From an optimization exercise on the open Yosys and OpenROAD flow, aimed at small area, a short achievable clock period and few clock cycles per item; shortcuts taken in it are not production practice.
No activity file was given, so power comes from the tool's default toggle rates.

Setup of run a:
==> flow/design.v <==
module isg_qmod_unit (
    input  wire        clk,
    input  wire        rst,         
    input  wire        start,       
    input  wire        op,          
    input  wire        variant,     
    input  wire        bit_in,      
    input  wire [31:0] coef_in,     
    input  wire [31:0] qstep,       
    output wire        ready,
    output reg         done,        
    output wire [63:0] coef_out,    
    output reg         bit_out      
);
    wire [31:0] q_in = variant ? 32'h0001_0000 : qstep;
    wire        s_in = coef_in[31];
    wire [30:0] m_in = coef_in[30:0] ^ {31{s_in}};
    wire [31:0] M_in = op ? {m_in, s_in} : {1'b0, m_in};
    wire [4:0] im, iq;
    msb32 u_msbm (.x(M_in), .idx(im));
    msb32 u_msbq (.x(q_in), .idx(iq));
    reg        v0;
    reg [31:0] m0, q0;
    reg [4:0]  im0, iq0;
    reg        bit0, s0;
    wire [5:0] dbl = {1'b0, im0} - {1'b0, iq0};
    wire [4:0] sh0 = dbl[5] ? 5'd0 : dbl[4:0];
    wire       one0 = (im0 <= iq0);         
    reg        v1;          
    reg        first;       
    reg [4:0]  cnt;         
    reg        bitr, sr;
    reg        qprev;       
    reg [31:0] remr;        
    reg [31:0] dr;          
    reg [33:0] acc;         
    wire last  = (cnt == 5'd0);
    wire free1 = ~v1 | last;                
    assign ready = v0 ? one0 : (~v1 | (cnt[4:1] == 4'd0));
    wire [32:0] t  = {1'b0, remr} - {1'b0, dr};
    wire        qb = ~t[32];
    wire [33:0] a    = first ? 34'd0 : acc;
    wire [33:0] dsel = (last & ~bitr) ? {1'b0, dr, 1'b0} : {2'b00, dr};
    wire [33:0] sum  = a + (dsel ^ {34{sr}}) + {33'd0, sr};
    wire        take = qb | (last & bitr);
    always @(posedge clk) begin
        m0      <= M_in;
        q0      <= q_in;
        im0     <= im;
        iq0     <= iq;
        bit0    <= bit_in;
        s0      <= s_in;
        acc     <= take ? sum : a;
        bit_out <= (~first & qprev) ^ qb;
        qprev   <= qb;
        if (free1) begin
            remr <= m0;
            dr   <= q0 << sh0;
            bitr <= bit0;
            sr   <= s0;
            cnt  <= sh0;
        end else begin
            remr <= qb ? t[31:0] : remr;
            dr   <= {1'b0, dr[31:1]};
            cnt  <= cnt - 5'd1;
        end
        if (rst) begin
            v0    <= 1'b0;
            v1    <= 1'b0;
            done  <= 1'b0;
            first <= 1'b0;
        end else begin
            v0    <= ready & start;
            done  <= v1 & last;
            first <= free1 & v0;
            if (free1)
                v1 <= v0;
        end
    end
    assign coef_out = {{30{acc[33]}}, acc};
endmodule
module msb32 (
    input  wire [31:0] x,
    output wire [4:0]  idx
);
    wire [1:0]  o8;     
    wire [15:0] o2;     
    wire [7:0]  o4;     
    wire [3:0]  o8b;    
    genvar k;
    generate
        for (k = 0; k < 16; k = k + 1) begin : g2
            assign o2[k] = x[2*k+1] | x[2*k];
        end
        for (k = 0; k < 8; k = k + 1) begin : g4
            assign o4[k] = o2[2*k+1] | o2[2*k];
        end
        for (k = 0; k < 4; k = k + 1) begin : g8
            assign o8b[k] = o4[2*k+1] | o4[2*k];
        end
    endgenerate
    assign o8 = {o8b[3] | o8b[2], o8b[1] | o8b[0]};
    wire [15:0] hi1;    
    generate
        for (k = 0; k < 16; k = k + 1) begin : gh
            assign hi1[k] = x[2*k+1];
        end
    endgenerate
    assign idx[4] = o8[1];
    assign idx[3] = o8b[{idx[4], 1'b1}];
    assign idx[2] = o4[{idx[4:3], 1'b1}];
    assign idx[1] = o2[{idx[4:2], 1'b1}];
    assign idx[0] = hi1[idx[4:1]];
endmodule
clock: 11.0 ns
lec_check: 0
abc_area: 1
cap_margin: 20
core_margin: 2
core_utilization: 50
place_density: 0.7
slew_margin: 20
standard.sh (not shown) runs the stock make flow with config.mk's settings and CLKGATE_MAP_FILE= SYNTH_SCRIPT=/design/flow/synth_recipe.tcl, a recipe that flattens the netlist after the stock synthesis.
==> flow/flow/run.sh <==
#!/bin/bash
set -e
export BUFFER_PORTS_ARGS="-buffer_cell sky130_fd_sc_hd__buf_2"
export SETUP_SLACK_MARGIN=7.0
bash standard.sh > standard.log 2>&1
## Diff of input files: run b against run a
--- a/flow/design.v
+++ b/flow/design.v
@@ -35,13 +35,22 @@
     reg [31:0] dr;          
     reg [33:0] acc;         
-    wire last  = (cnt == 5'd0);
+    reg  last;              
+    reg  lb0, lb1;          
     wire free1 = ~v1 | last;                
-    assign ready = v0 ? one0 : (~v1 | (cnt[4:1] == 4'd0));
+    reg  ready_r;
+    assign ready = ready_r;
+    wire       acc_n  = ready & start & ~rst;            
+    wire       v1_n   = ~rst & (free1 ? v0 : v1);        
+    wire [4:0] cnt_n  = free1 ? sh0 : cnt - 5'd1;        
+    wire       one_in = (im <= iq);                      
+    wire       ready_n = acc_n ? one_in : (~v1_n | (cnt_n[4:1] == 4'd0));
+    wire last_n = free1 ? one0 : (cnt == 5'd1);
+    wire bit_n  = free1 ? bit0 : bitr;
     wire [32:0] t  = {1'b0, remr} - {1'b0, dr};
     wire        qb = ~t[32];
     wire [33:0] a    = first ? 34'd0 : acc;
-    wire [33:0] dsel = (last & ~bitr) ? {1'b0, dr, 1'b0} : {2'b00, dr};
+    wire [33:0] dsel = lb0 ? {1'b0, dr, 1'b0} : {2'b00, dr};
     wire [33:0] sum  = a + (dsel ^ {34{sr}}) + {33'd0, sr};
-    wire        take = qb | (last & bitr);
+    wire        take = qb | lb1;
     always @(posedge clk) begin
         m0      <= M_in;
@@ -54,4 +63,8 @@
         bit_out <= (~first & qprev) ^ qb;
         qprev   <= qb;
+        ready_r <= ready_n;
+        last    <= last_n;
+        lb0     <= last_n & ~bit_n;
+        lb1     <= last_n & bit_n;
         if (free1) begin
             remr <= m0;
## What came out
Run b ended with more detailed-routing wirelength on met1 than run a.
Run b vs. run a: sink count of the clock tree went up by 2.1%.
Of run b and run a, it is run b that has the higher via count.
Run a has higher final-layout fill cell count than run b.
Of run a and run b, the run reporting the lower wire length on met3 was run b.
Changes observed in run b relative to run a: worst-case setup margin in the final layout -0.30 ns, routed wire length +1200 µm.
No functional check of the RTL was part of any run of this note.

========
== main ==
// isg_qmod_unit: RTL as listed in full above, without the edits since
export LEC_CHECK = 0
export ABC_AREA = 1
export CAP_MARGIN = 20
export CORE_MARGIN = 2
export CORE_UTILIZATION = 40
export PLACE_DENSITY = 0.6
export SETUP_SLACK_MARGIN = 5
export SLEW_MARGIN = 20
create_clock -name core_clock -period 11.0 [get_ports {clk}]
run.sh (not shown) runs the stock make flow with config.mk's settings and CLKGATE_MAP_FILE= SYNTH_SCRIPT=/design/flow/synth_recipe.tcl, a recipe that flattens the netlist after the stock synthesis.
Stock flow here: none of the scripts above is used.
#### Input delta (the feature branch over main)
diff --git a/flow/design.v b/flow/design.v
--- a/flow/design.v
+++ b/flow/design.v
@@ -18,64 +18,53 @@
     wire [31:0] M_in = op ? {m_in, s_in} : {1'b0, m_in};
     wire [4:0] im, iq;
     msb32 u_msbm (.x(M_in), .idx(im));
     msb32 u_msbq (.x(q_in), .idx(iq));
-    reg        v0;
-    reg [31:0] m0, q0;
-    reg [4:0]  im0, iq0;
-    reg        bit0, s0;
-    wire [5:0] dbl = {1'b0, im0} - {1'b0, iq0};
-    wire [4:0] sh0 = dbl[5] ? 5'd0 : dbl[4:0];
-    wire       one0 = (im0 <= iq0);         
-    reg        v1;          
+    wire [5:0] dbl   = {1'b0, im} - {1'b0, iq};
+    wire [4:0] sh_in = dbl[5] ? 5'd0 : dbl[4:0];
+    reg        v;           
     reg        first;       
     reg [4:0]  cnt;         
     reg        bitr, sr;
     reg        qprev;       
     reg [31:0] remr;        
     reg [31:0] dr;          
+    reg [4:0]  shr;         
     reg [33:0] acc;         
-    wire last  = (cnt == 5'd0);
-    wire free1 = ~v1 | last;                
-    assign ready = v0 ? one0 : (~v1 | (cnt[4:1] == 4'd0));
-    wire [32:0] t  = {1'b0, remr} - {1'b0, dr};
+    wire last = (cnt == 5'd0);
+    assign ready = ~v | last;
+    wire [31:0] d  = dr << (first ? shr : 5'd0);
+    wire [32:0] t  = {1'b0, remr} - {1'b0, d};
     wire        qb = ~t[32];
     wire [33:0] a    = first ? 34'd0 : acc;
-    wire [33:0] dsel = (last & ~bitr) ? {1'b0, dr, 1'b0} : {2'b00, dr};
+    wire [33:0] dsel = (last & ~bitr) ? {1'b0, d, 1'b0} : {2'b00, d};
     wire [33:0] sum  = a + (dsel ^ {34{sr}}) + {33'd0, sr};
     wire        take = qb | (last & bitr);
     always @(posedge clk) begin
-        m0      <= M_in;
-        q0      <= q_in;
-        im0     <= im;
-        iq0     <= iq;
-        bit0    <= bit_in;
-        s0      <= s_in;
         acc     <= take ? sum : a;
         bit_out <= (~first & qprev) ^ qb;
         qprev   <= qb;
-        if (free1) begin
-            remr <= m0;
-            dr   <= q0 << sh0;
-            bitr <= bit0;
-            sr   <= s0;
-            cnt  <= sh0;
+        if (ready) begin
+            remr <= M_in;
+            dr   <= q_in;
+            shr  <= sh_in;
+            bitr <= bit_in;
+            sr   <= s_in;
+            cnt  <= sh_in;
         end else begin
             remr <= qb ? t[31:0] : remr;
-            dr   <= {1'b0, dr[31:1]};
+            dr   <= {1'b0, d[31:1]};
             cnt  <= cnt - 5'd1;
         end
         if (rst) begin
-            v0    <= 1'b0;
-            v1    <= 1'b0;
+            v     <= 1'b0;
             done  <= 1'b0;
             first <= 1'b0;
         end else begin
-            v0    <= ready & start;
-            done  <= v1 & last;
-            first <= free1 & v0;
-            if (free1)
-                v1 <= v0;
+            done  <= v & last;
+            first <= ready & start;
+            if (ready)
+                v <= start;
         end
     end
     assign coef_out = {{30{acc[33]}}, acc};
 endmodule
==> comparison <==
- A slowest cell on the critical path of fa_1 is what the feature branch shows, while clkdlybuf4s50_1 belongs to main.
- On combinational power: the feature branch sits below main.
- Going from main to the feature branch, detailed-placement wirelength estimate grew by a few percent.
- The feature branch — max-slew headroom at the worst pin 2.2 points higher, main as reference
- Setup slack of the worst register-to-register path (higher): main
- When the feature branch is set beside main, its met2 track demand over resource turns out to be 9.2 points larger.
- Met2 routed wirelength (higher): the feature branch
No functional check of the RTL was part of any run of this note.

========
isg_qmod_unit, a different RTL version from the one above (not shown whole).
Size in the first run: ~120 flip-flops.
==> module isg_qmod_unit, before the edit <==
module isg_qmod_unit (
    input  wire        clk,
    input  wire        rst,         
    input  wire        start,       
    input  wire        op,          
    input  wire        variant,     
    input  wire        bit_in,      
    input  wire [31:0] coef_in,     
    input  wire [31:0] qstep,       
    output wire        ready,
    output reg         done,        
    output wire [63:0] coef_out,    
    output reg         bit_out      
);
    wire [31:0] q_in = variant ? 32'h0001_0000 : qstep;
    wire        s_in = coef_in[31];
    wire [30:0] m_in = coef_in[30:0] ^ {31{s_in}};
    wire [31:0] M_in = op ? {m_in, s_in} : {1'b0, m_in};
    wire [4:0] im, iq;
    msb32 u_msbm (.x(M_in), .idx(im));
    msb32 u_msbq (.x(q_in), .idx(iq));
    wire [5:0] dbl   = {1'b0, im} - {1'b0, iq};
    wire [4:0] sh_in = dbl[5] ? 5'd0 : dbl[4:0];
    reg        v;           
    reg        first;       
    reg [4:0]  cnt;         
    reg        bitr, sr;
    reg        qprev;       
    reg [31:0] remr;        
    reg [31:0] dr;          
    reg [4:0]  shr;         
    reg [33:0] acc;         
    wire last = (cnt == 5'd0);
    assign ready = ~v | last;
    wire [31:0] d  = dr << (first ? shr : 5'd0);
    wire [32:0] t  = {1'b0, remr} - {1'b0, d};
    wire        qb = ~t[32];
    wire [33:0] a    = first ? 34'd0 : acc;
    wire [33:0] dsel = (last & ~bitr) ? {1'b0, d, 1'b0} : {2'b00, d};
    wire [33:0] sum  = a + (dsel ^ {34{sr}}) + {33'd0, sr};
    wire        take = qb | (last & bitr);
    always @(posedge clk) begin
        acc     <= take ? sum : a;
        bit_out <= (~first & qprev) ^ qb;
        qprev   <= qb;
        if (ready) begin
            remr <= M_in;
            dr   <= q_in;
            shr  <= sh_in;
            bitr <= bit_in;
            sr   <= s_in;
            cnt  <= sh_in;
        end else begin
            remr <= qb ? t[31:0] : remr;
            dr   <= {1'b0, d[31:1]};
            cnt  <= cnt - 5'd1;
        end
        if (rst) begin
            v     <= 1'b0;
            done  <= 1'b0;
            first <= 1'b0;
        end else begin
            done  <= v & last;
            first <= ready & start;
            if (ready)
                v <= start;
        end
    end
    assign coef_out = {{30{acc[33]}}, acc};
endmodule
==> module msb32, before the edit <==
module msb32 (
    input  wire [31:0] x,
    output wire [4:0]  idx
);
    wire [15:0] x1 = idx[4] ? x[31:16] : x[15:0];
    wire [7:0]  x2 = idx[3] ? x1[15:8] : x1[7:0];
    wire [3:0]  x3 = idx[2] ? x2[7:4]  : x2[3:0];
    wire [1:0]  x4 = idx[1] ? x3[3:2]  : x3[1:0];
    assign idx[4] = |x[31:16];
    assign idx[3] = |x1[15:8];
    assign idx[2] = |x2[7:4];
    assign idx[1] = |x3[3:2];
    assign idx[0] = x4[1];
endmodule
export LEC_CHECK = 0
export ABC_CLOCK_PERIOD_IN_PS = 5000
export CAP_MARGIN = 20
export CORE_MARGIN = 2
export CORE_UTILIZATION = 40
export PLACE_DENSITY = 0.6
export SETUP_SLACK_MARGIN = 5
export SLEW_MARGIN = 20
create_clock -name core_clock -period 11.0 [get_ports {clk}]
The starting point ran to the end with no violations.
==> next run, changes <==
==> flow/design.v (replaced) <==
module isg_qmod_unit (
    input  wire        clk,
    input  wire        rst,         
    input  wire        start,       
    input  wire        op,          
    input  wire        variant,     
    input  wire        bit_in,      
    input  wire [31:0] coef_in,     
    input  wire [31:0] qstep,       
    output wire        ready,
    output reg         done,        
    output wire [63:0] coef_out,    
    output reg         bit_out      
);
    wire [31:0] q_in = variant ? 32'h0001_0000 : qstep;
    wire        s_in = coef_in[31];
    wire [30:0] m_in = coef_in[30:0] ^ {31{s_in}};
    wire [31:0] M_in = op ? {m_in, s_in} : {1'b0, m_in};
    reg [5:0] blm, blq;
    integer i;
    always @* begin
        blm = 6'd0;
        blq = 6'd0;
        for (i = 0; i < 32; i = i + 1) begin
            if (M_in[i]) blm = i + 1;
            if (q_in[i]) blq = i + 1;
        end
    end
    wire [5:0] dbl  = blm - blq;
    wire [4:0] sh_in = (blm <= blq) ? 5'd0 : (dbl[5] ? 5'd31 : dbl[4:0]);
    wire [31:0] d_in = q_in << sh_in;
    reg        v;           
    reg        first;       
    reg [4:0]  cnt;         
    reg        bitr, sr;
    reg        qprev;       
    reg [31:0] remr;        
    reg [31:0] dr;          
    reg [33:0] acc;         
    wire last = (cnt == 5'd0);
    assign ready = ~v | last;
    wire [32:0] t  = {1'b0, remr} - {1'b0, dr};
    wire        qb = ~t[32];
    wire [33:0] a    = first ? 34'd0 : acc;
    wire [33:0] dsel = (last & ~bitr) ? {1'b0, dr, 1'b0} : {2'b00, dr};
    wire [33:0] sum  = a + (dsel ^ {34{sr}}) + {33'd0, sr};
    wire        take = qb | (last & bitr);
    always @(posedge clk) begin
        acc     <= take ? sum : a;
        bit_out <= (~first & qprev) ^ qb;
        qprev   <= qb;
        if (ready) begin
            remr <= M_in;
            dr   <= d_in;
            bitr <= bit_in;
            sr   <= s_in;
            cnt  <= sh_in;
        end else begin
            remr <= qb ? t[31:0] : remr;
            dr   <= {1'b0, dr[31:1]};
            cnt  <= cnt - 5'd1;
        end
        if (rst) begin
            v     <= 1'b0;
            done  <= 1'b0;
            first <= 1'b0;
        end else begin
            done  <= v & last;
            first <= ready & start;
            if (ready)
                v <= start;
        end
    end
    assign coef_out = {{30{acc[33]}}, acc};
endmodule
Outcome:
- The new run completed with no timing, DRC or antenna violations
- clock power shrinks by 43%
- area after synthesis grows by 3.2%
- worst setup slack gets worse by 0.60 ns
- first-iteration DRC count grows by 1.2%
- final area grows by 9.0%
- register-to-register slack gets better by 0.18 ns
- sequential share of layout area shrinks by 2.5 points
- wire length grows by 10%
- worst hold slack gets better by 0.0058 ns
- power grows by 2.1%
- non-clock buffer count grows by 75
- synthesized cell count grows by 4.0%
- clock-buffer cell count shrinks by 8
- via count grows by 11%
No run of this note included a check of the RTL's function; only the layout flow was run.

separate check: timing with driven ports:
The flow's constraints put no driver on any port. The routed layouts listed below were extracted and timed again, unchanged, in two steps.
Step 1 sets driving cells, clkbuf_16 on the clock port and buf_2 on the other inputs (assumed; they add their load-dependent delay and slew).
Step 2 moves the port delays by t, midway between the first and last clock arrival at a register: inputs arrive t later, outputs are due t later. That takes back most of the time a late clock gives input paths.
Slacks: ideal ports / drivers / drivers and shift; pairs: ideal ports / drivers.
run	t (ns)	slack for setup (ns)	clock arrival spread, ns	pins driven straight from the clock port
run a	0.481	6.825 / 6.776 / 6.439	0.010 / 0.011	1
run b	0.484	6.522 / 6.316 / 5.832	0.014 / 0.014	1
main	0.493	6.162 / 6.186 / 5.697	0.011 / 0.011	1
the feature branch	0.471	5.255 / 5.280 / 4.809	0.012 / 0.012	1
the first run of note 3	0.474	4.979 / 4.996 / 4.521	0.011 / 0.011	1
the second run of note 3	0.397	4.376 / 4.295 / 3.898	0.009 / 0.009	1
After both steps every run listed still meets setup and hold. The setup slack of run b, which loses most, moves by -0.206 ns with the drivers and by -0.690 ns with both steps.
